Source: an optimization exercise on an open RTL-to-GDS flow (aim: small area, a short achievable clock period and few clock cycles). Production flows keep margins and buffers that such runs may drop. In this exercise RTL edits were held to simulation tests only and were not proved equivalent to the original.

==> flow/design.v <==
module hmac_sha256 (
    input  wire         clk,
    input  wire         rst,           
    input  wire         start,         
    input  wire         mode,          
    input  wire [511:0] key,           
    input  wire         in_valid,
    output wire         in_ready,
    input  wire [31:0]  in_data,       
    input  wire         in_last,
    input  wire [2:0]   in_nbytes,     
    output wire [255:0] mac,
    output wire         mac_valid
);
    localparam [2:0] B_INIT = 3'd0,    
                     B_IKEY = 3'd1,
                     B_MSG  = 3'd2,
                     B_OKEY = 3'd3,
                     B_ODIG = 3'd4,
                     B_IDLE = 3'd5;
    localparam [255:0] IV224 = {32'hc1059ed8, 32'h367cd507, 32'h3070dd17, 32'hf70e5939,
                                32'hffc00b31, 32'h68581511, 32'h64f98fa7, 32'hbefa4fa4};
    localparam [255:0] IV256 = {32'h6a09e667, 32'hbb67ae85, 32'h3c6ef372, 32'ha54ff53a,
                                32'h510e527f, 32'h9b05688c, 32'h1f83d9ab, 32'h5be0cd19};
    reg  [2:0]   blk;
    reg  [5:0]   cnt;          
    reg          isf;          
    reg          mode_r;
    reg  [511:0] ks;           
    reg  [255:0] hc;           
    reg  [31:0]  a, b, c, d, e, f, g, h;    
    reg  [31:0]  w [0:15];
    reg          mac_v;
    reg  [3:0]   rot_ph;       
    reg          open_r;       
    reg          buf_v, buf_last;
    reg  [2:0]   buf_nb;
    reg  [31:0]  buf_d;
    reg          ended;        
    reg          need80;       
    reg          len_fits;     
    reg          final_blk;    
    reg  [15:0]  nbytes;
    integer i;
    wire [255:0] iv = mode_r ? IV224 : IV256;
    function automatic [63:0] csa(input [31:0] x, input [31:0] y, input [31:0] z);
        reg [31:0] t, s, cy;
        begin
            t   = x ^ y;
            s   = (z & ~t) | (~z & t);
            cy  = (t & z) | (~t & x);
            csa = {cy[30:0], 1'b0, s};
        end
    endfunction
    function [31:0] add32(input [31:0] a, input [31:0] b);
        reg [31:0] g, p, tg, tp;
        begin
            g  = a & b;
            p  = a ^ b;
            tg = (g & 32'h55555555) << 1;
            tp = (p & 32'h55555555) << 1;
            g  = g | (p & tg);
            p  = p & (tp | 32'h55555555);
            tg = (g & 32'h22222222) << 1;
            tp = (p & 32'h22222222) << 1;
            tg = tg | (tg << 1);
            tp = tp | (tp << 1);
            g  = g | (p & tg);
            p  = p & (tp | 32'h33333333);
            tg = (g & 32'h08080808) << 1;
            tp = (p & 32'h08080808) << 1;
            tg = tg | (tg << 1);
            tp = tp | (tp << 1);
            tg = tg | (tg << 2);
            tp = tp | (tp << 2);
            g  = g | (p & tg);
            p  = p & (tp | 32'h0f0f0f0f);
            tg = {{8{g[23]}}, 8'h00, {8{g[7]}}, 8'h00};
            tp = {{8{p[23]}}, 8'h00, {8{p[7]}}, 8'h00};
            g  = g | (p & tg);
            p  = p & (tp | 32'h00ff00ff);
            tg = {{16{g[15]}}, 16'h0000};
            g  = g | (p & tg);
            add32 = a ^ b ^ {g[30:0], 1'b0};
        end
    endfunction
    wire is_f = isf;
    reg  [2:0] nblk;
    always @(*) begin
        case (blk)
            B_INIT:  nblk = B_IKEY;
            B_IKEY:  nblk = B_MSG;
            B_MSG:   nblk = final_blk ? B_OKEY : B_MSG;
            B_OKEY:  nblk = B_ODIG;
            default: nblk = B_IDLE;
        endcase
    end
    wire       slot_next = (cnt == 6'd63);
    wire       slot_cur  = (cnt <= 6'd13);
    wire [2:0] wblk      = slot_next ? nblk : blk;
    wire [3:0] wk        = is_f ? 4'd1 : (cnt == 6'd63) ? 4'd0 : (cnt[3:0] + 4'd2);
    wire       word_slot = slot_next || slot_cur;
    wire       msg_slot  = word_slot && (wblk == B_MSG);
    wire wait_in = msg_slot && !ended && !buf_v;
    wire rot     = (rot_ph != 4'd0) || wait_in;
    wire adv     = (blk != B_IDLE) && !rot;
    wire consume = msg_slot && !ended && buf_v && (rot_ph == 4'd0);
    assign in_ready = open_r && (!buf_v || consume);
    wire   xfer     = in_valid && in_ready && !start && !rst;
    wire [3:0]  kidx  = (wblk == B_ODIG) ? {1'b1, wk[2:0]} : wk;
    wire [31:0] kword = ks[511 - 32*kidx -: 32];
    reg  [31:0] last_word;
    always @(*) begin
        case (buf_nb)
            3'd0:    last_word = 32'h80000000;
            3'd1:    last_word = {buf_d[31:24], 24'h800000};
            3'd2:    last_word = {buf_d[31:16], 16'h8000};
            3'd3:    last_word = {buf_d[31:8], 8'h80};
            default: last_word = buf_d;
        endcase
    end
    wire [16:0] inner_len = {1'b0, nbytes} + 17'd64;
    reg  [31:0] msg_word;
    always @(*) begin
        if (!ended)
            msg_word = buf_last ? last_word : buf_d;
        else if (need80)
            msg_word = 32'h80000000;
        else if (len_fits && wk == 4'd15)
            msg_word = {12'd0, inner_len, 3'd0};
        else
            msg_word = 32'h0;
    end
    reg  [31:0] dig_word;
    always @(*) begin
        if (wk[3] == 1'b0 && !(wk[2:0] == 3'd7 && mode_r))
            dig_word = kword;
        else if ((wk == 4'd7 && mode_r) || (wk == 4'd8 && !mode_r))
            dig_word = 32'h80000000;
        else if (wk == 4'd15)
            dig_word = mode_r ? 32'd736 : 32'd768;    
        else
            dig_word = 32'h0;
    end
    reg  [31:0] blk_word;
    always @(*) begin
        case (wblk)
            B_IKEY:  blk_word = kword ^ 32'h36363636;
            B_OKEY:  blk_word = kword ^ 32'h5c5c5c5c;
            B_MSG:   blk_word = msg_word;
            default: blk_word = dig_word;
        endcase
    end
    wire [31:0] w1  = w[1];
    wire [31:0] w14 = w[14];
    wire [31:0] ssig0_w = {w1[6:0], w1[31:7]} ^ {w1[17:0], w1[31:18]} ^ (w1 >> 3);
    wire [31:0] ssig1_w = {w14[16:0], w14[31:17]} ^ {w14[18:0], w14[31:19]} ^ (w14 >> 10);
    wire [63:0] sw1   = csa(w[9], w[0], ssig0_w);
    wire [63:0] sw2   = csa(sw1[31:0], sw1[63:32], ssig1_w);
    wire [31:0] w_new = add32(sw2[31:0], sw2[63:32]);
    wire [31:0] w_in = word_slot ? blk_word : w_new;
    reg  [31:0] k_n;
    always @(*) begin
        case (cnt)
            6'd63: k_n = 32'h428a2f98; 6'd0:  k_n = 32'h71374491;
            6'd1:  k_n = 32'hb5c0fbcf; 6'd2:  k_n = 32'he9b5dba5;
            6'd3:  k_n = 32'h3956c25b; 6'd4:  k_n = 32'h59f111f1;
            6'd5:  k_n = 32'h923f82a4; 6'd6:  k_n = 32'hab1c5ed5;
            6'd7:  k_n = 32'hd807aa98; 6'd8:  k_n = 32'h12835b01;
            6'd9:  k_n = 32'h243185be; 6'd10: k_n = 32'h550c7dc3;
            6'd11: k_n = 32'h72be5d74; 6'd12: k_n = 32'h80deb1fe;
            6'd13: k_n = 32'h9bdc06a7; 6'd14: k_n = 32'hc19bf174;
            6'd15: k_n = 32'he49b69c1; 6'd16: k_n = 32'hefbe4786;
            6'd17: k_n = 32'h0fc19dc6; 6'd18: k_n = 32'h240ca1cc;
            6'd19: k_n = 32'h2de92c6f; 6'd20: k_n = 32'h4a7484aa;
            6'd21: k_n = 32'h5cb0a9dc; 6'd22: k_n = 32'h76f988da;
            6'd23: k_n = 32'h983e5152; 6'd24: k_n = 32'ha831c66d;
            6'd25: k_n = 32'hb00327c8; 6'd26: k_n = 32'hbf597fc7;
            6'd27: k_n = 32'hc6e00bf3; 6'd28: k_n = 32'hd5a79147;
            6'd29: k_n = 32'h06ca6351; 6'd30: k_n = 32'h14292967;
            6'd31: k_n = 32'h27b70a85; 6'd32: k_n = 32'h2e1b2138;
            6'd33: k_n = 32'h4d2c6dfc; 6'd34: k_n = 32'h53380d13;
            6'd35: k_n = 32'h650a7354; 6'd36: k_n = 32'h766a0abb;
            6'd37: k_n = 32'h81c2c92e; 6'd38: k_n = 32'h92722c85;
            6'd39: k_n = 32'ha2bfe8a1; 6'd40: k_n = 32'ha81a664b;
            6'd41: k_n = 32'hc24b8b70; 6'd42: k_n = 32'hc76c51a3;
            6'd43: k_n = 32'hd192e819; 6'd44: k_n = 32'hd6990624;
            6'd45: k_n = 32'hf40e3585; 6'd46: k_n = 32'h106aa070;
            6'd47: k_n = 32'h19a4c116; 6'd48: k_n = 32'h1e376c08;
            6'd49: k_n = 32'h2748774c; 6'd50: k_n = 32'h34b0bcb5;
            6'd51: k_n = 32'h391c0cb3; 6'd52: k_n = 32'h4ed8aa4a;
            6'd53: k_n = 32'h5b9cca4f; 6'd54: k_n = 32'h682e6ff3;
            6'd55: k_n = 32'h748f82ee; 6'd56: k_n = 32'h78a5636f;
            6'd57: k_n = 32'h84c87814; 6'd58: k_n = 32'h8cc70208;
            6'd59: k_n = 32'h90befffa; 6'd60: k_n = 32'ha4506ceb;
            6'd61: k_n = 32'hbef9a3f7; 6'd62: k_n = 32'hc67178f2;
        endcase
    end
    wire [1:0]  jj      = is_f ? 2'd0 : (2'd0 - cnt[1:0]);
    wire        sum_cyc = (cnt >= 6'd61) && (blk != B_INIT) && (blk != B_IDLE);
    wire        src_iv  = (blk == B_IKEY) || (blk == B_OKEY);
    wire [31:0]  xa  = src_iv ? iv[255 - 32*jj -: 32] : hc[159:128];
    wire [31:0]  xe  = src_iv ? iv[127 - 32*jj -: 32] : hc[31:0];
    wire [31:0]  sa  = add32(xa, a);
    wire [31:0]  se  = add32(xe, e);
    wire         nkey    = (nblk == B_IKEY) || (nblk == B_OKEY);
    wire [31:0] bsig0_a = {a[1:0], a[31:2]} ^ {a[12:0], a[31:13]} ^ {a[21:0], a[31:22]};
    wire [31:0] bsig1_e = {e[5:0], e[31:6]} ^ {e[10:0], e[31:11]} ^ {e[24:0], e[31:25]};
    wire [31:0] ch_efg  = (e & f) ^ (~e & g);
    wire [31:0] maj_abc = (a & b) ^ (a & c) ^ (b & c);
    wire [63:0] rt    = csa(h, ch_efg, bsig1_e);
    wire [63:0] re    = csa(rt[31:0], rt[63:32], d);
    wire [31:0] e_new = add32(re[31:0], re[63:32]);
    wire [63:0] ra1   = csa(rt[31:0], rt[63:32], maj_abc);
    wire [63:0] ra2   = csa(ra1[31:0], ra1[63:32], bsig0_a);
    wire [31:0] a_new = add32(ra2[31:0], ra2[63:32]);
    wire [31:0] hop   = is_f ? (nkey ? iv[31:0] : hc[63:32]) : g;
    wire [63:0] hk    = csa(hop, k_n, w[15]);
    wire [31:0] hkw_n = add32(hk[31:0], hk[63:32]);
    always @(posedge clk) begin
        if (rst) begin
            blk    <= B_IDLE;
            rot_ph <= 4'd0;
            open_r <= 1'b0;
            buf_v  <= 1'b0;
            mac_v  <= 1'b0;
        end else if (start) begin
            blk       <= B_INIT;
            cnt       <= 6'd63;
            isf       <= 1'b1;
            rot_ph    <= 4'd0;
            mode_r    <= mode;
            open_r    <= 1'b1;
            buf_v     <= 1'b0;
            mac_v     <= 1'b0;
            ended     <= 1'b0;
            need80    <= 1'b0;
            len_fits  <= 1'b0;
            final_blk <= 1'b0;
            nbytes    <= 16'd0;
        end else begin
            if (xfer) begin
                buf_v    <= 1'b1;
                buf_d    <= in_data;
                buf_last <= in_last;
                buf_nb   <= in_nbytes;
                if (in_last)
                    open_r <= 1'b0;
            end else if (consume) begin
                buf_v <= 1'b0;
            end
            if (rot)
                rot_ph <= rot_ph + 4'd1;
            if (adv) begin
                if (is_f) begin
                    cnt <= 6'd0;
                    isf <= 1'b0;
                    blk <= nblk;
                    if (nblk == B_IDLE)
                        mac_v <= 1'b1;
                end else if (cnt == 6'd63) begin
                    isf <= 1'b1;
                end else begin
                    cnt <= cnt + 6'd1;
                end
                if (msg_slot) begin
                    if (!ended) begin
                        nbytes <= nbytes + (buf_last ? {13'd0, buf_nb} : 16'd4);
                        if (buf_last) begin
                            ended    <= 1'b1;
                            need80   <= (buf_nb == 3'd4);
                            len_fits <= (buf_nb != 3'd4) && (wk <= 4'd13);
                        end
                    end else begin
                        if (need80) begin
                            need80   <= 1'b0;
                            len_fits <= (wk <= 4'd13);
                        end
                        if (wk == 4'd15 && len_fits && !need80)
                            final_blk <= 1'b1;
                    end
                    if (wk == 4'd15)
                        len_fits <= 1'b1;
                end
            end
        end
    end
    always @(posedge clk) begin
        for (i = 0; i < 15; i = i + 1)
            w[i] <= w[i + 1];
        if (!rst && start)
            w[15] <= key[511:480] ^ 32'h36363636;
        else if (rot)
            w[15] <= w[0];
        else
            w[15] <= w_in;
        if (rot) begin
            a <= d; e <= h;
        end else if (is_f) begin
            a <= nkey ? iv[255:224] : sa;
            e <= nkey ? iv[127:96]  : se;
        end else begin
            a <= a_new; e <= e_new;
        end
        if (is_f && !rot) begin
            if (nkey) begin
                {b, c, d} <= iv[223:128];
                {f, g} <= iv[95:32];
            end else begin
                {b, c, d} <= hc[255:160];
                {f, g} <= hc[127:64];
            end
        end else begin
            d <= c; c <= b; b <= a;
            g <= f; f <= e;
        end
        h <= rot ? g : hkw_n;
    end
    always @(posedge clk) begin
        if (!rst && start) begin
            ks <= key;
        end else if (!rst && adv) begin
            if (blk == B_OKEY && cnt == 6'd14)
                ks[255:0] <= hc;                  
            if (sum_cyc) begin
                hc[255:128] <= {sa, hc[255:160]};
                hc[127:0]   <= {se, hc[127:32]};
            end
        end
    end
    assign mac_valid = mac_v;
    assign mac       = hc;
endmodule
==> flow/run.sh <==
#!/bin/bash
# synth_recipe.tcl (not shown) runs the flow's synth.tcl, then flattens the netlist and writes it again
# the make line also repeats each setting of config.mk as NAME=value (left out here)
make -C /OpenROAD-flow-scripts/flow DESIGN_CONFIG=/design/flow/config.mk WORK_HOME=/design/flow/orfs CLKGATE_MAP_FILE= SYNTH_SCRIPT=/design/flow/synth_recipe.tcl finish
==> flow/config.mk <==
export PLATFORM = sky130hd
export DESIGN_NAME = hmac_sha256
export DESIGN_NICKNAME = hmac_sha256
export VERILOG_FILES = /design/flow/design.v
export SDC_FILE = /design/flow/constraint.sdc
export NUM_CORES = 4
export LEC_CHECK = 0
export CAP_MARGIN = 20
export CORE_MARGIN = 2
export CORE_UTILIZATION = 40
export SETUP_SLACK_MARGIN = 5
export SLEW_MARGIN = 20
==> flow/constraint.sdc <==
create_clock -name core_clock -period 10.0 [get_ports {clk}]
set_input_delay 2.0000 -clock core_clock [delete_from_list [all_inputs] [get_ports {clk}]]
set_output_delay 2.0000 -clock core_clock [all_outputs]
set_load 0.01 [all_outputs]
==> results by group, run 1 <==
Die
  – Die X: 442.3 um
  – Core area: 190600 um^2
  – # IOs: 811
  – Die ar.: 195600 um^2
  – Initial Util: 40.32%
  – DIE HEIGHT: 442.3 um
  – Num rows: between 150 and 200

Clock network
  – Clk slew on worst S/H paths: 0.06 ns
  – Total CTS buffers: 178
  – Worst-skew pair later-pin latency: 0.87 ns
  – CTS tree: built
  – CTS Sinks: approximately 1600
  – H-tree depth: 4
  – Root Buffer: clkbuf_16
  – CTS Buffer Depth: 3

GRT
  – First-pass GRT wire length: 516000 um
  – GRT Util Overall: 38.43%
  – Initial antenna violation count: 70
  – Largest net degree at the start of global routing: approximately 170
  – Vias in the first global route: 60399
  – Overflow after GRT: 0

Min path
  – Number of cells on the worst hold path: 0
  – Hold_sp: w[8][13]
  – Min-Delay Path Class: flip-flop to flip-flop
  – Worst hold endpoint: w[7][13]

Synthesis
  – Asr flop ratio synth: 0%
  – Dominant synthesized flop cell: edfxtp_1
  – Mean Syn Cell Area: 10.56 um^2
  – Post-synthesis compound-gate area fraction: 12.53%
  – Post-synth design cell area: 76830 um^2
  – Post-synth EDFFs: 832
  – Post-synthesis simple-gate area fraction: about an eighth
  – Xor-xnor portion of the synthesized cell area: 9.124%
  – Synth Net Count: 8087
  – Synth unique cells: 101
  – Adder-cell area share of the yosys netlist: 5.735%
  – Post-synthesis sequential area ratio: 53.62%
  – Mapped Cells: about 7300
  – Synth Warn #: 2
  – Yosys reg bits: roughly 1600
  – Mux contribution to synthesized area: 4.442%
  – Combinational family with the most area after synthesis: compound AO/OA/AOI/OAI gates

Timing
  – Slew HR: approximately 17%
  – Fin. Hold Viols: 0
  – Period minus WS final: 5.205 ns
  – Slew at the pin with the worst max-slew slack: 1.242 ns
  – Max-slew violations: 0
  – Crit share post-route: 52.05%
  – Unrepaired setup endpoints after global routing: yes
  – Final Skew: 0.05099 ns
  – TNS Setup: 0 ns
  – Setup-violating endpoint count in the final report: 0
  – Max Clock Freq: about 190 MHz

Detailed routing
  – Drt drc: 0
  – Pre-Repair DR Iteration Count: 7
  – Post-DR vias/cell: just under 6
  – DRC marker count from the first detailed-route iteration: around 8600
  – WL final: 388000 um
  – Mean routed wirelength per cell: about 36 um
  – Antenna-violating nets left: 0
  – Vias: 63975

Critical path
  – Slowest cell delay on critical path: 0.93 ns
  – Critical R2R Capture: w[15][2]
  – Worst path most repeated cell: buf_6
  – R2R Path Start: cnt[1]
  – R2R setup slack: 4.79 ns
  – Ordered list of cells on the worst path: buf_6, ha_4, nand3_4, nor2_2, buf_6, nor2_1, nand2_1, ha_4, buf_6, a21oi_1, a311oi_1, o32ai_1, a21oi_2, mux2i_1, a211oi_1, o21ai_1
  – Slowest CP cell: a21oi_1
  – Crit Path Max Fanout: 59
  – Critical path class: flip-flop to flip-flop
  – Crit start category: flip-flop
  – WP data arrival: ~6.0 ns
  – R2R depth: 16
  – Worst Setup End Kind: flip-flop
  – WP data required: ~11 ns

Flow run
  – # Max-Cap Violations: 0

Layout
  – Multi-input combinational cell area: roughly 35000 um^2
  – Layout fillers: 17360
  – Share of layout cells above drive strength 1: 10.06%
  – NumNets Final: 8875
  – Final core occ: about 50%
  – Commonest non-fill, non-tap cell in the layout: nand2_1
  – Final instance area: 95770 um^2
  – Most frequent cells in the layout: nand2_1, edfxtp_1, clkdlybuf4s50_1, dfxtp_1, xnor2_1
  – Post-route insts no fill: 10771
  – Top Registers: ks x512, w x512, hc x256
  – P&R area growth vs syn: 24.64%
  – Register area: 41250 um^2

Placement
  – HPWL after detailed placement: around 300000 um
  – DP Area: 87550 um^2
  – Buffers on Ports: 810
  – Placed Cells: 10306
  – Final RePlAce weighted congestion: 1.058

Status
  – Status: complete, no violations
==> cells by family (layout without fill, tap and decap cells) <==
kind of cell | count (synthesis) | count (layout)
muxes | 226 | 226
xor gates and xnor gates | 794 | 794
DFF | 1642 | 1642
AOI/OAI and AO/OA | 1542 | 1542
adders and majority gates | 356 | 356
and+or+nand+nor | 2199 | 2200
other | 0 | 41
buffers and inverters | 519 | 1459
==> critical path: cells and delay by family (launching register included) <==
family	cells	cell delay, ns
buf+inv	3	0.59
compound gates	6	2.14
fa+ha+maj	2	0.61
simple gates	4	0.77
mux	1	0.46
flops	1	0.46
==> layer usage <==
layer / global-route usage [%] / share of wire, % / up-vias
li1: - / - / 27331
met1: 49.22 / 38 / 31986
met2: 58.32 / 44 / 3813
met3: 9.888 / 11 / 825
met4: 23.25 / 7.0 / 20
met5: 0 / 0.093 / -
==> per-stage QoR <==
stage | hold slack [ns] | setup slack, ns
floorplan | 0.3096 | 0.008607
global placement | 0.3096 | 3.163
detailed placement | 0.3121 | 3.027
CTS | 0.3115 | 4.840
global route | 0.3256 | 4.841
finish | 0.3104 | 4.795
==> repair_timing <==
item | CTS | global route
gates cloned | 7 | 2
endpoints found under the setup margin | 542 | 305
setup buffers | 36 | 46
hold buffers | 0 | 0
gates resized for setup | 145 | 152
pin swaps | 15 | 26
==> worst max path at each step <==
stage	from	to	cells past startpoint
CTS	e[13]	a[31]	19
global placement	cnt[0]	a[31]	20
detailed placement	cnt[0]	a[31]	20
global route	e[12]	a[31]	20
floorplan	start	hc[0]	6
finish	cnt[1]	w[15][2]	16
==> Yosys cell counts (all sizes together) (116+ instances only) <==
library cell / n / area (um^2)
mux2i: 116 / 1161
edfxtp: 832 / 24980
dfxtp: 810 / 16220
inv: 117 / 439.2
o21ai: 439 / 2197
clkbuf: 307 / 1152
nand2: 1380 / 5185
xor2: 252 / 2207
xnor2: 538 / 4712
ha: 229 / 2865
nor2: 458 / 1724
a21oi: 455 / 2296
==> cell type report <==
| cell class | count | share of cell area (%) |
|---|---|---|
| clock buffers | 259 | 5.606 |
| multi-input cells | 5118 | 36.24 |
| repair inverters | 1 | 0.005226 |
| well taps | 2511 | 3.281 |
| diodes | 41 | 0.1071 |
| repair buffers | 1003 | 10.45 |
| flip-flops and latches | 1642 | 43.08 |
| clock inverters | 74 | 0.6820 |
| inverters | 122 | 0.5474 |
Testbench counts, summed over its fixed seeds: cycles 73,769.
==> run 2, diff against run 1 <==
==> flow/flow/run.sh (new file) <==
#!/bin/bash
set -euo pipefail
export SETUP_SLACK_MARGIN=5.5
export BUFFER_PORTS_ARGS="-buffer_cell sky130_fd_sc_hd__buf_1"
bash standard.sh > standard.log 2>&1
==> flow/standard.sh (new file) <==
#!/bin/bash
# synth_recipe.tcl (not shown) runs the flow's synth.tcl, then flattens the netlist and writes it again
# the make line also repeats each setting of config.mk as NAME=value (left out here)
make -C /OpenROAD-flow-scripts/flow DESIGN_CONFIG=/design/flow/config.mk WORK_HOME=/design/flow/orfs CLKGATE_MAP_FILE= SYNTH_SCRIPT=/design/flow/synth_recipe.tcl "${@:-finish}"
--- a/flow/config.mk
+++ b/flow/config.mk
@@ -8,5 +8,5 @@
 export CAP_MARGIN = 20
 export CORE_MARGIN = 2
 export CORE_UTILIZATION = 40
-export SETUP_SLACK_MARGIN = 5
 export SLEW_MARGIN = 20
+export TNS_END_PERCENT = 10
removed: flow/run.sh
==> run 2 against run 1 <==
Effect of this change:
- synthesized area stayed put
- die area stayed put
- clock-buffer cell count is 21 lower
- register-to-register slack better by 0.22 ns
- sequential cell count stayed put
- worst setup slack better by 0.22 ns
- fmax is 4.5% higher
- cell area is 2.7% lower
- sequential share of layout area is 1.3 points higher
==> results by group, run 2 <==
Die
  – Core area: 190600 um^2 (unchanged)
  – Num rows: 160 (unchanged)
  – DIE HEIGHT: 442.3 um (unchanged)
  – Initial Util: 40.32% (unchanged)
  – # IOs: 811 (unchanged)
  – Die ar.: 195600 um^2 (unchanged)
  – Die X: 442.3 um (unchanged)

Placement
  – Final RePlAce weighted congestion: 1.046 (was 1.058)
  – Buffers on Ports: 810 (unchanged)
  – HPWL after detailed placement: 300600 um (was 299500 um)
  – DP Area: 82450 um^2 (was 87550 um^2)

Status
  – Status: complete, no violations (unchanged)

GRT
  – Initial antenna violation count: 48 (was 70)
  – Overflow after GRT: 0 (unchanged)
  – Largest net degree at the start of global routing: 155 (was 171)
  – First-pass GRT wire length: 523100 um (was 516000 um)
  – GRT Util Overall: 39.03% (was 38.43%)
  – Vias in the first global route: 61519 (was 60399)

Detailed routing
  – Post-DR vias/cell: 6.018 (was 5.940)
  – Vias: 65283 (was 63975)
  – WL final: 396000 um (was 388000 um)
  – Pre-Repair DR Iteration Count: 6 (was 7)
  – Drt drc: 0 (unchanged)
  – DRC marker count from the first detailed-route iteration: 9216 (was 8644)
  – Mean routed wirelength per cell: 36.51 um (was 36.02 um)
  – Antenna-violating nets left: 0 (unchanged)

Timing
  – Slew at the pin with the worst max-slew slack: 1.192 ns (was 1.242 ns)
  – Unrepaired setup endpoints after global routing: yes (unchanged)
  – Max-slew violations: 0 (unchanged)
  – Crit share post-route: 49.83% (was 52.05%)
  – Fin. Hold Viols: 0 (unchanged)
  – Final Skew: 0.08631 ns (was 0.05099 ns)
  – WHS: 0.3047 ns (was 0.3104 ns)
  – Slew HR: 18.24% (was 17.02%)
  – Setup-violating endpoint count in the final report: 0 (unchanged)
  – Period minus WS final: 4.983 ns (was 5.205 ns)
  – TNS Setup: 0 ns (unchanged)
  – Max Clock Freq: 200.7 MHz (was 192.1 MHz)

Min path
  – Hold_sp: w[8][16] (was w[8][13])
  – Min-Delay Path Class: flip-flop to flip-flop (unchanged)
  – Number of cells on the worst hold path: 0 (unchanged)
  – Worst hold endpoint: w[7][16] (was w[7][13])

Critical path
  – Critical R2R Capture: hc[127] (was w[15][2])
  – Worst path most repeated cell: a21o_1 (was buf_6)
  – Worst Path Buf+Inv: 4 (was 3)
  – Critical path class: flip-flop to flip-flop (unchanged)
  – R2R setup slack: 5.02 ns (was 4.79 ns)
  – Worst Setup End Kind: flip-flop (unchanged)
  – Crit start category: flip-flop (unchanged)
  – R2R Path Start: cnt[0] (was cnt[1])
  – WP data arrival: 5.61 ns (was 5.98 ns)
  – WP data required: 10.63 ns (was 10.77 ns)
  – R2R depth: 17 (was 16)
  – Ordered list of cells on the worst path: buf_6, clkinvlp_4, ha_4, nand2_8, buf_4, clkinvlp_4, nor3_2, a21o_1, ha_1, a21o_1, a21o_1, a311oi_2, o21ai_2, o31a_1, o21a_1, or4_4, and3_1 (was buf_6, ha_4, nand3_4, nor2_2, buf_6, nor2_1, nand2_1, ha_4, buf_6, a21oi_1, a311oi_1, o32ai_1, a21oi_2, mux2i_1, a211oi_1, o21ai_1)
  – Cell family with most CP delay: compound AO/OA/AOI/OAI gates (unchanged)
  – Slowest cell delay on critical path: 0.52 ns (was 0.93 ns)
  – Crit Path Max Fanout: 5 (was 59)
  – Stages on the worst setup path: 17 (was 16)
  – Slowest CP cell: nor3_2 (was a21oi_1)

Clock network
  – Worst-skew pair later-pin latency: 0.89 ns (was 0.87 ns)
  – Post-CTS Hold Fix Bufs: 0 (unchanged)
  – Total CTS buffers: 179 (was 178)
  – Root Buffer: clkbuf_16 (unchanged)
  – Clk slew on worst S/H paths: 0.07 ns (was 0.06 ns)
  – H-tree depth: 4 (unchanged)
  – CTS tree: built (unchanged)
  – CTS Buffer Depth: 3 (unchanged)
  – CTS Sinks: 1642 (unchanged)

Synthesis
  – Mapped Cells: 7278 (unchanged)
  – Yosys top cell by area: edfxtp_1 (unchanged)
  – Synth Net Count: 8087 (unchanged)
  – Yosys reg bits: 1642 (unchanged)
  – Dominant synthesized flop cell: edfxtp_1 (unchanged)
  – Top cells by count, synth: nand2_1, edfxtp_1, dfxtp_1 (unchanged)
  – Post-synth design cell area: 76830 um^2 (unchanged)
  – Mean Syn Cell Area: 10.56 um^2 (unchanged)
  – Synth Warn #: 2 (unchanged)
  – Synth unique cells: 101 (unchanged)
  – Post-synth EDFFs: 832 (unchanged)
  – Post-synthesis sequential area ratio: 53.62% (unchanged)
  – Top cells by area, synth: edfxtp_1, dfxtp_1, nand2_1 (unchanged)
  – Asr flop ratio synth: 0% (unchanged)
  – Most frequent cell after synthesis: nand2_1 (unchanged)
  – Synth top area share: 32.52% (unchanged)

Layout
  – Register area: 41340 um^2 (was 41250 um^2)
  – Most frequent cells in the layout: nand2_1, edfxtp_1, buf_1, dfxtp_1, xnor2_1 (was nand2_1, edfxtp_1, clkdlybuf4s50_1, dfxtp_1, xnor2_1)
  – Multi-input combinational cell area: 35980 um^2 (was 34710 um^2)
  – P&R area growth vs syn: 21.32% (was 24.64%)
  – Share of layout cells above drive strength 1: 13.51% (was 10.06%)
  – Top Registers: ks x512, w x512, hc x256 (unchanged)
  – Layout fillers: 17704 (was 17360)
  – Commonest non-fill, non-tap cell in the layout: nand2_1 (unchanged)
  – NumNets Final: 8961 (was 8875)
  – Final instance area: 93220 um^2 (was 95770 um^2)

Flow run
  – # Max-Cap Violations: 0 (unchanged)
[run 2: logic make-up (layout without fill, tap and decap cells)]
family                   Yosys count  in the layout  share of synthesized area (%)
buffers and inverters            519           1540                          2.750
other                              0             34                              0
flip-flops                      1642           1642                          53.62
multiplexers                     226            226                          4.442
AND/OR/NAND/NOR                 2199           2202                          11.80
XOR/XNOR                         794            794                          9.124
AO/OA/AOI/OAI                   1542           1543                          12.53
adder cells (fa/ha/maj)          356            356                          5.735
[run 2: worst max path at each step]
stage / slack [ns] / end / from
floorplan: 0.009 / hc[0] / start
global placement: 3.52 / k_n[25] / start
detailed placement: 3.53 / k_n[4] / start
CTS: 5.19 / in_ready / cnt[4]
global route: 5.00 / hc[127] / cnt[0]
finish: 5.02 / hc[127] / cnt[0]
[run 2: layer usage]
layer  GRT usage (%)  vias up  wire (um)
met5               0        -        103
met4           23.54       16      29500
met3           9.457      964      42110
met2           59.17     4175     172400
met1           50.48    32624     151900
li1                -    27504          -
[run 2: area by class of cell]
class | instances | share of cell area (%)
Antenna cell | 34 | 0.09127
Clock buffer | 238 | 5.330
Clock inverter | 94 | 1.321
Inverter | 122 | 0.5758
Multi-Input combinational cell | 5121 | 38.60
Sequential cell | 1642 | 44.35
Tap cell | 2511 | 3.370
Timing Repair Buffer | 1085 | 6.358
Timing Repair inverter | 1 | 0.009396
[run 2: stage by stage]
stage | setup slack [ns] | cells | utilization [%]
after detailed placement | 3.526 | 10303 | 43.26
after CTS | 5.187 | 10775 | 48.48
final | 5.017 | 10848 | 48.91
after global routing | 4.995 | 10826 | 48.88
after floorplan | 0.008607 | 7278 | -
after global placement | 3.517 | 10303 | 43.26
[run 2: repair_timing]
item,CTS,global route
pin swaps,110,71
setup buffers,120,38
endpoints found under the hold margin,0,0
resized for setup,541,92
endpoints found under the setup margin,976,602
cloned,20,1
==> run 3, diff against run 2 <==
--- a/flow/design.v
+++ b/flow/design.v
@@ -29,6 +29,7 @@
     reg  [511:0] ks;           
     reg  [255:0] hc;           
     reg  [31:0]  a, b, c, d, e, f, g, h;    
+    reg  [31:0]  s1_r, ch_r;                
     reg  [31:0]  w [0:15];
     reg          mac_v;
     reg  [3:0]   rot_ph;       
@@ -205,8 +206,8 @@
     wire [31:0]  se  = add32(xe, e);
     wire         nkey    = (nblk == B_IKEY) || (nblk == B_OKEY);
     wire [31:0] bsig0_a = {a[1:0], a[31:2]} ^ {a[12:0], a[31:13]} ^ {a[21:0], a[31:22]};
-    wire [31:0] bsig1_e = {e[5:0], e[31:6]} ^ {e[10:0], e[31:11]} ^ {e[24:0], e[31:25]};
-    wire [31:0] ch_efg  = (e & f) ^ (~e & g);
+    wire [31:0] bsig1_e = s1_r;
+    wire [31:0] ch_efg  = ch_r;
     wire [31:0] maj_abc = (a & b) ^ (a & c) ^ (b & c);
     wire [63:0] rt    = csa(h, ch_efg, bsig1_e);
     wire [63:0] re    = csa(rt[31:0], rt[63:32], d);
@@ -285,6 +286,13 @@
             end
         end
     end
+    wire        take_new = !rot && !is_f;
+    wire [31:0] a_alt    = rot ? d : nkey ? iv[255:224] : sa;
+    wire [31:0] e_alt    = rot ? h : nkey ? iv[127:96]  : se;
+    wire        load_f   = is_f && !rot;
+    wire [31:0] e_d      = take_new ? e_new : e_alt;
+    wire [31:0] f_d      = !load_f ? e : nkey ? iv[95:64] : hc[127:96];
+    wire [31:0] g_d      = !load_f ? f : nkey ? iv[63:32] : hc[95:64];
     always @(posedge clk) begin
         for (i = 0; i < 15; i = i + 1)
             w[i] <= w[i + 1];
@@ -294,25 +302,20 @@
             w[15] <= w[0];
         else
             w[15] <= w_in;
-        if (rot) begin
-            a <= d; e <= h;
-        end else if (is_f) begin
-            a <= nkey ? iv[255:224] : sa;
-            e <= nkey ? iv[127:96]  : se;
-        end else begin
-            a <= a_new; e <= e_new;
-        end
+        a <= take_new ? a_new : a_alt;
+        e <= e_d;
+        f <= f_d;
+        g <= g_d;
+        s1_r <= {e_d[5:0], e_d[31:6]} ^ {e_d[10:0], e_d[31:11]} ^ {e_d[24:0], e_d[31:25]};
+        ch_r <= (e_d & f_d) ^ (~e_d & g_d);
         if (is_f && !rot) begin
             if (nkey) begin
                 {b, c, d} <= iv[223:128];
-                {f, g} <= iv[95:32];
             end else begin
                 {b, c, d} <= hc[255:160];
-                {f, g} <= hc[127:64];
             end
         end else begin
             d <= c; c <= b; b <= a;
-            g <= f; f <= e;
         end
         h <= rot ? g : hkw_n;
     end
==> flow/flow/run.sh (replaced) <==
#!/bin/bash
set -euo pipefail
export SETUP_SLACK_MARGIN=6.0
export BUFFER_PORTS_ARGS="-buffer_cell sky130_fd_sc_hd__buf_1"
bash standard.sh > standard.log 2>&1
==> run 3 against run 2 <==
Effect of this change:
- synthesized cell count rose by 1.6%
- still clean on timing, DRC and antenna
- critical endpoint is now w[15][10]
- clock-buffer cell count rose by 22
- register-to-register slack got worse by 0.05 ns
==> results by group, run 3 <==
Detailed routing
  – Routed metal-1 wirelength: 151800 um (was 151900 um)
  – Top sig layer: met5 (unchanged)
  – Drt drc: 0 (unchanged)
  – Met2 routed WL: 173600 um (was 172400 um)
  – DRC marker count from the first detailed-route iteration: 9274 (was 9216)
  – DR WL met3: 39210 um (was 42110 um)
  – Mean routed wirelength per cell: 35.37 um (was 36.51 um)
  – Antenna-violating nets left: 0 (unchanged)
  – Pre-Repair DR Iteration Count: 6 (unchanged)
  – WL final: 394000 um (was 396000 um)
  – Post-DR vias/cell: 5.892 (was 6.018)
  – Vias: 65617 (was 65283)

Timing
  – Unrepaired setup endpoints after global routing: yes (unchanged)
  – Period minus WS final: 5.035 ns (was 4.983 ns)
  – Slew HR: 17.78% (was 18.24%)
  – Setup-violating endpoint count in the final report: 0 (unchanged)
  – Final Skew: 0.08001 ns (was 0.08631 ns)
  – Crit share post-route: 50.35% (was 49.83%)
  – TNS Setup: 0 ns (unchanged)
  – Fin. Hold Viols: 0 (unchanged)
  – Slew at the pin with the worst max-slew slack: 1.229 ns (was 1.192 ns)
  – Setup slack after layout: 4.965 ns (was 5.017 ns)
  – Max-slew violations: 0 (unchanged)
  – Max Clock Freq: 198.6 MHz (was 200.7 MHz)

Clock network
  – Post-CTS Hold Fix Bufs: 0 (unchanged)
  – Clk slew on worst S/H paths: 0.06 ns (was 0.07 ns)
  – H-tree depth: 4 (unchanged)
  – Total CTS buffers: 184 (was 179)
  – CTS Buffer Depth: 3 (unchanged)
  – Root Buffer: clkbuf_16 (unchanged)
  – CTS Sinks: 1706 (was 1642)
  – CTS tree: built (unchanged)
  – Worst-skew pair later-pin latency: 0.87 ns (was 0.89 ns)

Synthesis
  – Synth top area share: 31.86% (was 32.52%)
  – Synth Net Count: 8205 (was 8087)
  – Synth Warn #: 2 (unchanged)
  – Dominant synthesized flop cell: dfxtp_1 (was edfxtp_1)
  – Mean Syn Cell Area: 10.61 um^2 (was 10.56 um^2)
  – Post-synthesis sequential area ratio: 54.17% (was 53.62%)
  – Asr flop ratio synth: 0% (unchanged)
  – Yosys top cell by area: edfxtp_1 (unchanged)
  – Synth unique cells: 108 (was 101)
  – Top cells by count, synth: nand2_1, dfxtp_1, edfxtp_1 (was nand2_1, edfxtp_1, dfxtp_1)
  – Most frequent cell after synthesis: nand2_1 (unchanged)
  – Top cells by area, synth: edfxtp_1, dfxtp_1, nand2_1 (unchanged)
  – Post-synth EDFFs: 832 (unchanged)
  – Mapped Cells: 7395 (was 7278)
  – Post-synth design cell area: 78430 um^2 (was 76830 um^2)
  – Yosys reg bits: 1706 (was 1642)

Die
  – Die ar.: 199600 um^2 (was 195600 um^2)
  – Initial Util: 40.26% (was 40.32%)
  – DIE HEIGHT: 446.8 um (was 442.3 um)
  – # IOs: 811 (unchanged)
  – Num rows: 162 (was 160)
  – Core area: 194800 um^2 (was 190600 um^2)
  – Die X: 446.8 um (was 442.3 um)

Min path
  – Min-Delay Path Class: flip-flop to flip-flop (unchanged)
  – Hold_sp: w[5][15] (was w[8][16])
  – Number of cells on the worst hold path: 0 (unchanged)
  – Worst hold endpoint: w[4][15] (was w[7][16])

Layout
  – NumNets Final: 9143 (was 8961)
  – Share of layout cells above drive strength 1: 14.10% (was 13.51%)
  – Top Registers: ks x512, w x512, hc x256 (unchanged)
  – P&R area growth vs syn: 21.75% (was 21.32%)
  – Multi-input combinational cell area: 36630 um^2 (was 35980 um^2)
  – Layout fillers: 18022 (was 17704)
  – Register area: 42530 um^2 (was 41340 um^2)
  – Commonest non-fill, non-tap cell in the layout: nand2_1 (unchanged)
  – Most frequent cells in the layout: nand2_1, dfxtp_1, edfxtp_1, buf_1, nor2_1 (was nand2_1, edfxtp_1, buf_1, dfxtp_1, xnor2_1)

Critical path
  – Worst path most repeated cell: buf_6 (was a21o_1)
  – Slowest CP cell: mux4_2 (was nor3_2)
  – R2R depth: 15 (was 17)
  – Worst Setup End Kind: flip-flop (unchanged)
  – WP data required: 10.72 ns (was 10.63 ns)
  – Crit Path Max Fanout: 41 (was 5)
  – Ordered list of cells on the worst path: buf_6, ha_4, nand3_2, nor2_4, o21ai_4, buf_6, inv_12, buf_16, buf_8, mux4_2, o21a_1, a221oi_1, mux2i_1, o221ai_1, o211ai_1 (was buf_6, clkinvlp_4, ha_4, nand2_8, buf_4, clkinvlp_4, nor3_2, a21o_1, ha_1, a21o_1, a21o_1, a311oi_2, o21ai_2, o31a_1, o21a_1, or4_4, and3_1)
  – Slowest cell delay on critical path: 0.74 ns (was 0.52 ns)
  – Critical R2R Capture: w[15][10] (was hc[127])
  – Critical path class: flip-flop to flip-flop (unchanged)
  – R2R setup slack: 4.97 ns (was 5.02 ns)
  – Worst Path Buf+Inv: 5 (was 4)
  – Cell family with most CP delay: buffers and inverters (was compound AO/OA/AOI/OAI gates)
  – WP data arrival: 5.76 ns (was 5.61 ns)
  – R2R Path Start: cnt[0] (unchanged)
  – Crit start category: flip-flop (unchanged)

GRT
  – GRT Util Overall: 38.12% (was 39.03%)
  – Overflow after GRT: 0 (unchanged)
  – Vias in the first global route: 61511 (was 61519)
  – Initial antenna violation count: 53 (was 48)
  – Largest net degree at the start of global routing: 187 (was 155)
  – First-pass GRT wire length: 517200 um (was 523100 um)

Placement
  – HPWL after detailed placement: 302100 um (was 300600 um)
  – Final RePlAce weighted congestion: 1.032 (was 1.046)
  – Buffers on Ports: 810 (unchanged)
  – Setup WS pre-CTS: 2.560 ns (was 3.526 ns)

Flow run
  – # Max-Cap Violations: 0 (unchanged)

Status
  – Status: complete, no violations (unchanged)
run 3: cell types whose count changed after synthesis, moves of 23 or more:
cell,delta
nor2_1,+114
nand2_1,-94
o21ai_0,-88
a21oi_1,+84
dfxtp_1,+64
mux2i_1,-52
nand3_1,+48
o22a_1,-44
nor2b_1,+33
a22o_1,-32
o21a_1,+27
xor2_1,+26
o21ai_1,-23
run 3: cell families after synthesis:
| logic type | count (synthesis) | synth area share, % |
|---|---|---|
| AO/OA/AOI/OAI | 1511 | 12.06 |
| XOR/XNOR | 798 | 8.958 |
| adder cells (fa/ha/maj) | 355 | 5.609 |
| buffers and inverters | 502 | 2.612 |
| flip-flops | 1706 | 54.17 |
| multiplexers | 202 | 4.199 |
| AND/OR/NAND/NOR | 2321 | 12.40 |
run 3: layout make-up:
class,count,share of cell area (%)
inverters,120,0.5752
repair inverters,2,0.01834
diodes,23,0.06027
flip-flops and latches,1706,44.54
repair buffers,1128,6.515
multi-input cells,5191,38.36
clock inverters,83,0.9906
well taps,2624,3.438
clock buffers,260,5.501
run 3: worst max-delay path by stage:
stage                     startpoint         to  slack, ns  cells past startpoint
after floorplan                  rst      ks[0]       3.22                      3
after global placement           isf   s1_r[11]       2.47                     22
after detailed placement         isf   s1_r[11]       2.56                     20
after CTS                      start    ks[367]       5.04                      6
after global routing          cnt[0]   s1_r[18]       4.90                     23
final                         cnt[0]  w[15][10]       4.97                     15
run 3: repair_timing:
item,CTS,global route
resized for setup,497,188
setup buffers,143,57
endpoints found under the setup margin,1187,943
cloned,10,4
pin swaps,127,71
run 3: through the flow:
step | hold WS, ns | instance area, um^2 | utilization (%) | instances
finish | 0.3107 | 95490 | 49.02 | 11137
global route | 0.3149 | 95450 | 49.00 | 11120
CTS | 0.3053 | 94110 | 48.31 | 11052
detailed placement | 0.3121 | 84310 | 43.28 | 10556
global placement | 0.3098 | 84310 | 43.28 | 10556
floorplan | 0.3096 | 78480 | - | 7395
run 3: routing by layer:
metal	up-vias	global-route usage [%]
met4	20	24.00
li1	27931	-
met5	-	0
met1	32917	49.12
met3	883	8.038
met2	3866	58.36
Testbench counts of run 3, summed over its fixed seeds: cycles 73,769.
==> run 4, diff against run 3 <==
==> flow/flow/run.sh (replaced) <==
#!/bin/bash
set -euo pipefail
export SETUP_SLACK_MARGIN=5.7
export BUFFER_PORTS_ARGS="-buffer_cell sky130_fd_sc_hd__buf_1"
bash standard.sh > standard.log 2>&1
--- a/flow/config.mk
+++ b/flow/config.mk
@@ -7,6 +7,7 @@
 export LEC_CHECK = 0
 export CAP_MARGIN = 20
 export CORE_MARGIN = 2
-export CORE_UTILIZATION = 40
+export CORE_UTILIZATION = 45
+export CTS_BUF_LIST = sky130_fd_sc_hd__clkbuf_8
 export SLEW_MARGIN = 20
 export TNS_END_PERCENT = 10
==> run 4 against run 3 <==
Effect of this change:
- worst setup slack lost 0.065 ns
- global-route usage grew 3.7 points
- cell area shrank 1.0%
- sequential share of layout area grew 0.42 points
- still clean
==> results by group, run 4 <==
Status
  – Status: complete, no violations (unchanged)

GRT
  – GRT Util Overall: 41.82% (was 38.12%)
  – Largest net degree at the start of global routing: 170 (was 187)
  – Vias in the first global route: 62262 (was 61511)
  – Overflow after GRT: 0 (unchanged)
  – Initial antenna violation count: 54 (was 53)
  – First-pass GRT wire length: 510400 um (was 517200 um)

Synthesis
  – Dominant synthesized flop cell: dfxtp_1 (unchanged)
  – Asr flop ratio synth: 0% (unchanged)
  – Yosys reg bits: 1706 (unchanged)
  – Synth top area share: 31.86% (unchanged)
  – Top cells by count, synth: nand2_1, dfxtp_1, edfxtp_1 (unchanged)
  – Mux contribution to synthesized area: 4.199% (unchanged)
  – Most frequent cell after synthesis: nand2_1 (unchanged)
  – Post-synthesis sequential area ratio: 54.17% (unchanged)
  – Mean Syn Cell Area: 10.61 um^2 (unchanged)
  – Mapped Cells: 7395 (unchanged)
  – Xor-xnor portion of the synthesized cell area: 8.958% (unchanged)
  – Post-synthesis compound-gate area fraction: 12.06% (unchanged)
  – Synth unique cells: 108 (unchanged)
  – Synth Net Count: 8205 (unchanged)
  – Post-synth design cell area: 78430 um^2 (unchanged)
  – Combinational family with the most area after synthesis: simple AND/OR/NAND/NOR gates (unchanged)
  – Post-synthesis simple-gate area fraction: 12.40% (unchanged)
  – Yosys top cell by area: edfxtp_1 (unchanged)
  – Adder-cell area share of the yosys netlist: 5.609% (unchanged)
  – Post-synth EDFFs: 832 (unchanged)
  – Top cells by area, synth: edfxtp_1, dfxtp_1, nand2_1 (unchanged)
  – Synth Warn #: 2 (unchanged)

Detailed routing
  – Mean routed wirelength per cell: 35.41 um (was 35.37 um)
  – Post-DR vias/cell: 6.061 (was 5.892)
  – Drt drc: 0 (unchanged)
  – Antenna-violating nets left: 0 (unchanged)
  – WL final: 389200 um (was 394000 um)
  – DRC marker count from the first detailed-route iteration: 9941 (was 9274)
  – Vias: 66610 (was 65617)
  – Pre-Repair DR Iteration Count: 6 (unchanged)

Die
  – Num rows: 153 (was 162)
  – DIE HEIGHT: 421.5 um (was 446.8 um)
  – # IOs: 811 (unchanged)
  – Die ar.: 177600 um^2 (was 199600 um^2)
  – Core area: 173400 um^2 (was 194800 um^2)
  – Initial Util: 45.22% (was 40.26%)
  – Die X: 421.5 um (was 446.8 um)

Layout
  – Layout fillers: 15628 (was 18022)
  – NumNets Final: 9244 (was 9143)
  – Share of layout cells above drive strength 1: 14.60% (was 14.10%)
  – Most frequent cells in the layout: nand2_1, dfxtp_1, edfxtp_1, buf_1, nor2_1 (unchanged)
  – Post-route insts no fill: 10990 (was 11137)
  – P&R area growth vs syn: 20.53% (was 21.75%)
  – Final core occ: 54.50% (was 49.02%)
  – Top Registers: ks x512, w x512, hc x256 (unchanged)
  – Commonest non-fill, non-tap cell in the layout: nand2_1 (unchanged)

Critical path
  – WP data arrival: 3.10 ns (was 5.76 ns)
  – Worst Setup End Kind: output pin (was flip-flop)
  – WP data required: 8.00 ns (was 10.72 ns)
  – R2R depth: 22 (was 15)
  – Crit start category: flip-flop (unchanged)
  – Critical path class: flip-flop to output pin (was flip-flop to flip-flop)
  – Crit Path Max Fanout: 4 (was 41)

Timing
  – Max-slew violations: 0 (unchanged)
  – Period minus WS final: 5.100 ns (was 5.035 ns)
  – Setup slack after layout: 4.900 ns (was 4.965 ns)
  – Unrepaired setup endpoints after global routing: yes (unchanged)
  – Slew at the pin with the worst max-slew slack: 1.357 ns (was 1.229 ns)
  – Final Skew: 0.1073 ns (was 0.08001 ns)
  – Max Clock Freq: 196.1 MHz (was 198.6 MHz)
  – Setup-violating endpoint count in the final report: 0 (unchanged)
  – Crit share post-route: 51.00% (was 50.35%)
  – Fin. Hold Viols: 0 (unchanged)
  – TNS Setup: 0 ns (unchanged)
  – Slew HR: 9.562% (was 17.78%)

Placement
  – Buffers on Ports: 810 (unchanged)
  – HPWL after detailed placement: 295500 um (was 302100 um)
  – Placed Cells: 10253 (was 10556)
  – Setup WS pre-CTS: 2.483 ns (was 2.560 ns)
  – Final RePlAce weighted congestion: 1.132 (was 1.032)

Flow run
  – # Max-Cap Violations: 0 (unchanged)

Clock network
  – H-tree depth: 5 (was 4)
  – CTS tree: built (unchanged)
  – Post-CTS Hold Fix Bufs: 0 (unchanged)
  – Worst-skew pair later-pin latency: 1.08 ns (was 0.87 ns)
  – Total CTS buffers: 306 (was 184)
  – CTS Sinks: 1706 (unchanged)
  – CTS Buffer Depth: 4 (was 3)
  – Root Buffer: clkbuf_8 (was clkbuf_16)
  – Clk slew on worst S/H paths: 0.06 ns (about the same)

Min path
  – Min-Delay Path Class: flip-flop to flip-flop (unchanged)
  – Number of cells on the worst hold path: 0 (unchanged)
==> run 4: cell counts after synthesis <==
Identical to the previous run, type by type.
==> run 4: stage by stage <==
step | hold slack (ns) | cell area (um^2)
2_1_floorplan | 0.3096 | 78480
3_3_place_gp | 0.3097 | 83860
5_1_grt | 0.2563 | 94510
3_5_place_dp | 0.3121 | 83860
6_report | 0.2523 | 94530
4_1_cts | 0.2453 | 92430
==> run 4: per-layer routing <==
metal / up-vias / wire (um) / track usage (%)
li1: 28173 / - / -
met1: 32972 / 144700 / 52.76
met2: 4428 / 169300 / 62.73
met3: 985 / 46790 / 13.03
met4: 52 / 28070 / 25.52
met5: - / 342 / 0
==> run 4: path summary, 6_finish.rpt <==
kind                                  to  slack, ns      from
worst min-delay path            w[12][1]       0.25  w[13][1]
worst max-delay path            in_ready       4.90    cnt[0]
worst max register to register  s1_r[10]       4.94    cnt[0]
worst min register to register  w[12][1]       0.25  w[13][1]
==> run 4: cells by family after synthesis <==
kind of cell    after synthesis
fa+ha+maj                   355
flops                      1706
xor+xnor                    798
mux                         202
compound gates             1511
buf+inv                     502
simple gates               2321
==> run 4: cell type report <==
class | count | area [um^2] | share of cell area, %
Timing Repair Buffer | 1107 | 6143 | 6.499
Timing Repair inverter | 1 | 11.26 | 0.01191
Clock inverter | 175 | 1032 | 1.092
Tap cell | 2325 | 2909 | 3.078
Multi-Input combinational cell | 5192 | 36540 | 38.66
Inverter | 120 | 563.0 | 0.5956
Antenna cell | 16 | 40.04 | 0.04236
Sequential cell | 1706 | 42490 | 44.96
Clock buffer | 348 | 4790 | 5.067
==> run 4: repair_timing <==
action | in CTS | in global routing
gates resized for setup | 371 | 265
pin swaps | 139 | 90
setup endpoints to repair | 785 | 803
setup buffers | 107 | 75
cloned | 7 | 8
==> run 4: critical path, cell delays in order (launching register included) <==
cell	delay (ns)
edfxtp_1	0.50
buf_6	0.14
buf_8	0.12
ha_4	0.14
and4bb_2	0.28
nor2_4	0.13
nor2_4	0.05
o41ai_4	0.34
and2_4	0.24
buf_6	0.11
==> run 5, diff against run 4 <==
--- a/flow/design.v
+++ b/flow/design.v
@@ -25,18 +25,25 @@
     reg  [2:0]   blk;
     reg  [5:0]   cnt;          
     reg          isf;          
+    reg  [2:0]   wblk_r;       
+    reg  [3:0]   wk_r;         
+    reg          wslot_r;      
+    reg  [1:0]   jj_r;         
+    reg          sumc_r;       
     reg          mode_r;
     reg  [511:0] ks;           
     reg  [255:0] hc;           
     reg  [31:0]  a, b, c, d, e, f, g, h;    
-    reg  [31:0]  s1_r, ch_r;                
     reg  [31:0]  w [0:15];
     reg          mac_v;
     reg  [3:0]   rot_ph;       
     reg          open_r;       
-    reg          buf_v, buf_last;
+    reg          buf_v, buf_last;    
     reg  [2:0]   buf_nb;
     reg  [31:0]  buf_d;
+    reg          tl_v, tl_last;      
+    reg  [2:0]   tl_nb;
+    reg  [31:0]  tl_d;
     reg          ended;        
     reg          need80;       
     reg          len_fits;     
@@ -96,17 +103,15 @@
             default: nblk = B_IDLE;
         endcase
     end
-    wire       slot_next = (cnt == 6'd63);
-    wire       slot_cur  = (cnt <= 6'd13);
-    wire [2:0] wblk      = slot_next ? nblk : blk;
-    wire [3:0] wk        = is_f ? 4'd1 : (cnt == 6'd63) ? 4'd0 : (cnt[3:0] + 4'd2);
-    wire       word_slot = slot_next || slot_cur;
+    wire [2:0] wblk      = wblk_r;
+    wire [3:0] wk        = wk_r;
+    wire       word_slot = wslot_r;
     wire       msg_slot  = word_slot && (wblk == B_MSG);
     wire wait_in = msg_slot && !ended && !buf_v;
     wire rot     = (rot_ph != 4'd0) || wait_in;
     wire adv     = (blk != B_IDLE) && !rot;
     wire consume = msg_slot && !ended && buf_v && (rot_ph == 4'd0);
-    assign in_ready = open_r && (!buf_v || consume);
+    assign in_ready = open_r && !tl_v;
     wire   xfer     = in_valid && in_ready && !start && !rst;
     wire [3:0]  kidx  = (wblk == B_ODIG) ? {1'b1, wk[2:0]} : wk;
     wire [31:0] kword = ks[511 - 32*kidx -: 32];
@@ -197,8 +202,8 @@
             6'd61: k_n = 32'hbef9a3f7; 6'd62: k_n = 32'hc67178f2;
         endcase
     end
-    wire [1:0]  jj      = is_f ? 2'd0 : (2'd0 - cnt[1:0]);
-    wire        sum_cyc = (cnt >= 6'd61) && (blk != B_INIT) && (blk != B_IDLE);
+    wire [1:0]  jj      = jj_r;
+    wire        sum_cyc = sumc_r;
     wire        src_iv  = (blk == B_IKEY) || (blk == B_OKEY);
     wire [31:0]  xa  = src_iv ? iv[255 - 32*jj -: 32] : hc[159:128];
     wire [31:0]  xe  = src_iv ? iv[127 - 32*jj -: 32] : hc[31:0];
@@ -206,8 +211,8 @@
     wire [31:0]  se  = add32(xe, e);
     wire         nkey    = (nblk == B_IKEY) || (nblk == B_OKEY);
     wire [31:0] bsig0_a = {a[1:0], a[31:2]} ^ {a[12:0], a[31:13]} ^ {a[21:0], a[31:22]};
-    wire [31:0] bsig1_e = s1_r;
-    wire [31:0] ch_efg  = ch_r;
+    wire [31:0] bsig1_e = {e[5:0], e[31:6]} ^ {e[10:0], e[31:11]} ^ {e[24:0], e[31:25]};
+    wire [31:0] ch_efg  = (e & f) ^ (~e & g);
     wire [31:0] maj_abc = (a & b) ^ (a & c) ^ (b & c);
     wire [63:0] rt    = csa(h, ch_efg, bsig1_e);
     wire [63:0] re    = csa(rt[31:0], rt[63:32], d);
@@ -222,37 +227,68 @@
         if (rst) begin
             blk    <= B_IDLE;
             rot_ph <= 4'd0;
+            wblk_r <= B_IDLE;
             open_r <= 1'b0;
             buf_v  <= 1'b0;
             mac_v  <= 1'b0;
+            tl_v   <= 1'b0;
         end else if (start) begin
             blk       <= B_INIT;
             cnt       <= 6'd63;
             isf       <= 1'b1;
             rot_ph    <= 4'd0;
+            wblk_r    <= B_IKEY;
+            wk_r      <= 4'd1;
+            wslot_r   <= 1'b1;
+            jj_r      <= 2'd0;
+            sumc_r    <= 1'b0;
             mode_r    <= mode;
             open_r    <= 1'b1;
             buf_v     <= 1'b0;
             mac_v     <= 1'b0;
+            tl_v      <= 1'b0;
             ended     <= 1'b0;
             need80    <= 1'b0;
             len_fits  <= 1'b0;
             final_blk <= 1'b0;
             nbytes    <= 16'd0;
         end else begin
-            if (xfer) begin
-                buf_v    <= 1'b1;
-                buf_d    <= in_data;
-                buf_last <= in_last;
-                buf_nb   <= in_nbytes;
-                if (in_last)
-                    open_r <= 1'b0;
-            end else if (consume) begin
-                buf_v <= 1'b0;
+            if (consume) begin
+                if (tl_v) begin
+                    buf_d    <= tl_d;
+                    buf_last <= tl_last;
+                    buf_nb   <= tl_nb;
+                    tl_v     <= 1'b0;
+                end else if (xfer) begin
+                    buf_d    <= in_data;
+                    buf_last <= in_last;
+                    buf_nb   <= in_nbytes;
+                end else begin
+                    buf_v    <= 1'b0;
+                end
+            end else if (xfer) begin
+                if (buf_v) begin
+                    tl_v     <= 1'b1;
+                    tl_d     <= in_data;
+                    tl_last  <= in_last;
+                    tl_nb    <= in_nbytes;
+                end else begin
+                    buf_v    <= 1'b1;
+                    buf_d    <= in_data;
+                    buf_last <= in_last;
+                    buf_nb   <= in_nbytes;
+                end
             end
+            if (xfer && in_last)
+                open_r <= 1'b0;
             if (rot)
                 rot_ph <= rot_ph + 4'd1;
             if (adv) begin
+                wblk_r  <= (is_f || cnt >= 6'd62) ? nblk : blk;
+                wk_r    <= (cnt == 6'd62 && !is_f) ? 4'd0 : wk_r + 4'd1;
+                wslot_r <= is_f || cnt >= 6'd62 || cnt <= 6'd12;
+                jj_r    <= (cnt == 6'd63 && !is_f) ? 2'd0 : ~cnt[1:0];
+                sumc_r  <= !is_f && cnt >= 6'd60 && blk != B_INIT && blk != B_IDLE;
                 if (is_f) begin
                     cnt <= 6'd0;
                     isf <= 1'b0;
@@ -286,13 +322,6 @@
             end
         end
     end
-    wire        take_new = !rot && !is_f;
-    wire [31:0] a_alt    = rot ? d : nkey ? iv[255:224] : sa;
-    wire [31:0] e_alt    = rot ? h : nkey ? iv[127:96]  : se;
-    wire        load_f   = is_f && !rot;
-    wire [31:0] e_d      = take_new ? e_new : e_alt;
-    wire [31:0] f_d      = !load_f ? e : nkey ? iv[95:64] : hc[127:96];
-    wire [31:0] g_d      = !load_f ? f : nkey ? iv[63:32] : hc[95:64];
     always @(posedge clk) begin
         for (i = 0; i < 15; i = i + 1)
             w[i] <= w[i + 1];
@@ -302,20 +331,25 @@
             w[15] <= w[0];
         else
             w[15] <= w_in;
-        a <= take_new ? a_new : a_alt;
-        e <= e_d;
-        f <= f_d;
-        g <= g_d;
-        s1_r <= {e_d[5:0], e_d[31:6]} ^ {e_d[10:0], e_d[31:11]} ^ {e_d[24:0], e_d[31:25]};
-        ch_r <= (e_d & f_d) ^ (~e_d & g_d);
+        if (rot) begin
+            a <= d; e <= h;
+        end else if (is_f) begin
+            a <= nkey ? iv[255:224] : sa;
+            e <= nkey ? iv[127:96]  : se;
+        end else begin
+            a <= a_new; e <= e_new;
+        end
         if (is_f && !rot) begin
             if (nkey) begin
                 {b, c, d} <= iv[223:128];
+                {f, g} <= iv[95:32];
             end else begin
                 {b, c, d} <= hc[255:160];
+                {f, g} <= hc[127:64];
             end
         end else begin
             d <= c; c <= b; b <= a;
+            g <= f; f <= e;
         end
         h <= rot ? g : hkw_n;
     end
==> flow/flow/run.sh (replaced) <==
#!/bin/bash
set -euo pipefail
export SETUP_SLACK_MARGIN=5.5
export BUFFER_PORTS_ARGS="-buffer_cell sky130_fd_sc_hd__buf_1"
bash standard.sh > standard.log 2>&1
--- a/flow/config.mk
+++ b/flow/config.mk
@@ -7,7 +7,6 @@
 export LEC_CHECK = 0
 export CAP_MARGIN = 20
 export CORE_MARGIN = 2
-export CORE_UTILIZATION = 45
-export CTS_BUF_LIST = sky130_fd_sc_hd__clkbuf_8
+export CORE_UTILIZATION = 40
 export SLEW_MARGIN = 20
 export TNS_END_PERCENT = 10
==> run 5 against run 4 <==
Effect of this change:
- clock-buffer cell count shrank 102
- clock skew down 0.058 ns
- synthesized area fell by 0.20%
- worst setup slack better by 0.50 ns
==> results by group, run 5 <==
Status
  – Status: complete, no violations (unchanged)

Critical path
  – WP data required: 10.74 ns (was 8.00 ns)
  – R2R Path Start: jj_r[0] (was cnt[0])
  – Slowest CP cell: or3_4 (was edfxtp_1)
  – Worst path most repeated cell: buf_4
  – Crit start category: primary input (was flip-flop)
  – Critical path class: primary input to flip-flop (was flip-flop to output pin)
  – R2R depth: 19 (was 22)
  – Worst Setup End Kind: flip-flop (was output pin)

Clock network
  – Worst-skew pair later-pin latency: 0.88 ns (was 1.08 ns)
  – Root Buffer: clkbuf_16 (was clkbuf_8)
  – CTS tree: built (unchanged)
  – CTS Sinks: 1690 (was 1706)
  – Post-CTS Hold Fix Bufs: 0 (unchanged)

Synthesis
  – Mean Syn Cell Area: 10.77 um^2 (was 10.61 um^2)
  – Most frequent cell after synthesis: nand2_1 (unchanged)
  – Post-synthesis compound-gate area fraction: 11.85% (was 12.06%)
  – Xor-xnor portion of the synthesized cell area: 8.939% (was 8.958%)
  – Yosys top cell by area: edfxtp_1 (unchanged)
  – Synth Warn #: 2 (unchanged)
  – Synth unique cells: 94 (was 108)
  – Post-synth design cell area: 78270 um^2 (was 78430 um^2)
  – Adder-cell area share of the yosys netlist: 5.601% (was 5.609%)
  – Post-synth EDFFs: 876 (was 832)
  – Mux contribution to synthesized area: 5.104% (was 4.199%)
  – Top cells by area, synth: edfxtp_1, dfxtp_1, nand2_1 (unchanged)
  – Asr flop ratio synth: 0% (unchanged)
  – Synth top area share: 33.61% (was 31.86%)
  – Post-synthesis sequential area ratio: 54.43% (was 54.17%)
  – Combinational family with the most area after synthesis: compound AO/OA/AOI/OAI gates (was simple AND/OR/NAND/NOR gates)
  – Yosys reg bits: 1690 (was 1706)

Timing
  – Final Skew: 0.04899 ns (was 0.1073 ns)
  – Period minus WS final: 4.601 ns (was 5.100 ns)
  – Crit share post-route: 46.01% (was 51.00%)
  – TNS Setup: 0 ns (unchanged)
  – Max-slew violations: 0 (unchanged)
  – WHS: 0.3056 ns (was 0.2523 ns)
  – Slew at the pin with the worst max-slew slack: 1.237 ns (was 1.357 ns)

GRT
  – GRT Util Overall: 36.46% (was 41.82%)
  – Overflow after GRT: 0 (unchanged)
  – Initial antenna violation count: 63 (was 54)
  – First-pass GRT wire length: 496900 um (was 510400 um)

Placement
  – HPWL after detailed placement: 290800 um (was 295500 um)
  – Buffers on Ports: 810 (unchanged)

Detailed routing
  – DRC marker count from the first detailed-route iteration: 9177 (was 9941)
  – Post-DR vias/cell: 5.962 (was 6.061)
  – Pre-Repair DR Iteration Count: 6 (unchanged)
  – Antenna-violating nets left: 0 (unchanged)
  – WL final: 375700 um (was 389200 um)

Min path
  – Number of cells on the worst hold path: 0 (unchanged)
  – Hold_sp: w[2][17] (was w[13][1])
  – Min-Delay Path Class: flip-flop to flip-flop (unchanged)

Flow run
  – # Max-Cap Violations: 0 (unchanged)

Die
  – Die X: 446.4 um (was 421.5 um)
  – # IOs: 811 (unchanged)
  – Num rows: 162 (was 153)
  – DIE HEIGHT: 446.4 um (was 421.5 um)
  – Die ar.: 199200 um^2 (was 177600 um^2)
  – Core area: 194600 um^2 (was 173400 um^2)

Layout
  – Register area: 42690 um^2 (was 42490 um^2)
  – Top Registers: ks x512, w x512, hc x256 (unchanged)
  – Final core occ: 47.28% (was 54.50%)
  – NumNets Final: 8832 (was 9244)
  – Layout fillers: 18047 (was 15628)
  – Share of layout cells above drive strength 1: 11.36% (was 14.60%)
==> run 5: cell count changes after synthesis, moves of 46 or more <==
cell / change
nand3_1: -61
a21oi_1: -125
dfxtp_1: -60
a22o_1: +46
nand2_1: +78
nor2_1: -77
o21ai_0: +92
==> run 5: cells by family after synthesis <==
family | Yosys count
flops | 1690
buf+inv | 507
simple gates | 2188
mux | 249
fa+ha+maj | 354
compound gates | 1487
xor+xnor | 791
==> run 5: layer usage <==
| metal | wire [um] | part of all wire, % | up-vias | track usage, % |
|---|---|---|---|---|
| li1 | - | - | 27247 | - |
| met3 | 38680 | 10 | 867 | 7.782 |
| met4 | 31660 | 8.4 | 20 | 26.14 |
| met5 | 130 | 0.035 | - | 0 |
| met1 | 142200 | 38 | 31912 | 46.59 |
| met2 | 163000 | 43 | 4126 | 54.77 |
==> run 5: stage by stage <==
| step | std cells | setup slack (ns) | instance area, um^2 |
|---|---|---|---|
| after floorplan | 7266 | 3.604 | 78320 |
| after global placement | 10322 | 3.059 | 83880 |
| after detailed placement | 10322 | 3.060 | 83880 |
| after CTS | 10693 | 5.414 | 90860 |
| after global routing | 10739 | 5.314 | 91930 |
| final | 10763 | 5.399 | 91990 |
==> run 5: worst max-delay path, delay by kind of cell <==
kind | cells | cell delay [ns]
and+or+nand+nor | 4 | 0.85
AOI/OAI and AO/OA | 4 | 0.90
adders and majority gates | 1 | 0.36
buffers and inverters | 5 | 1.17
==> run 5: path summary, 6_finish.rpt <==
path,endpoint,slack [ns]
setup reg to reg,e[27],5.49
setup / recovery,k_n[27],5.40
hold reg to reg,w[1][17],0.31
hold / removal,w[1][17],0.31
==> run 5: area by class of cell <==
type	count	area share, %
timing repair inverter	1	0.009521
timing repair buffer	971	4.956
multi-input combinational	5072	37.93
clock buffer	246	5.624
inverter	109	0.5196
clock inverter	89	0.9834
sequential	1690	46.41
tap	2542	3.457
antenna	43	0.1170
==> run 5: what timing repair did <==
action                     4_1_cts  5_1_grt
setup endpoints to repair      556      237
pin swaps                        9       45
cloned                           6        4
resized for setup              148      193
setup buffers                   30       23
Testbench counts of run 5, summed over its fixed seeds: cycles 73,769.

-- afterwards: timing with drivers on the ports --
The results above use ideal ports. As a check the final layouts listed here were re-extracted and re-timed, cells and wires unchanged.
Step 1 (the two cells are an assumption about what drives the block):
set clk [get_ports {clk}]
set_driving_cell -lib_cell sky130_fd_sc_hd__clkbuf_16 $clk
set_driving_cell -lib_cell sky130_fd_sc_hd__buf_2 [delete_from_list [all_inputs] $clk]
Step 2 times the ports against the registers' clock, not the clock port: input delays grow and output delays shrink by t, the midpoint of the rising clock arrivals with the driver on.
a / b / c = ideal ports / drivers / drivers and shift; a / b = the first two.
run	t, ns	setup WS [ns]	worst data-port slew with drivers (ns)	pins driven straight from the clock port
run 1	0.936	4.795 / 4.795 / 4.174	0.22	1
run 2	0.942	5.017 / 5.017 / 4.526	0.15	1
run 3	0.931	4.965 / 4.965 / 4.327	0.19	1
run 4	1.123	4.900 / 4.807 / 4.297	0.20	1
run 5	0.953	5.399 / 5.479 / 4.526	0.19	1
After both steps setup and hold are still met in every run listed. The setup slack of run 5, which loses most, moves by +0.080 ns with the drivers and by -0.873 ns with both steps.
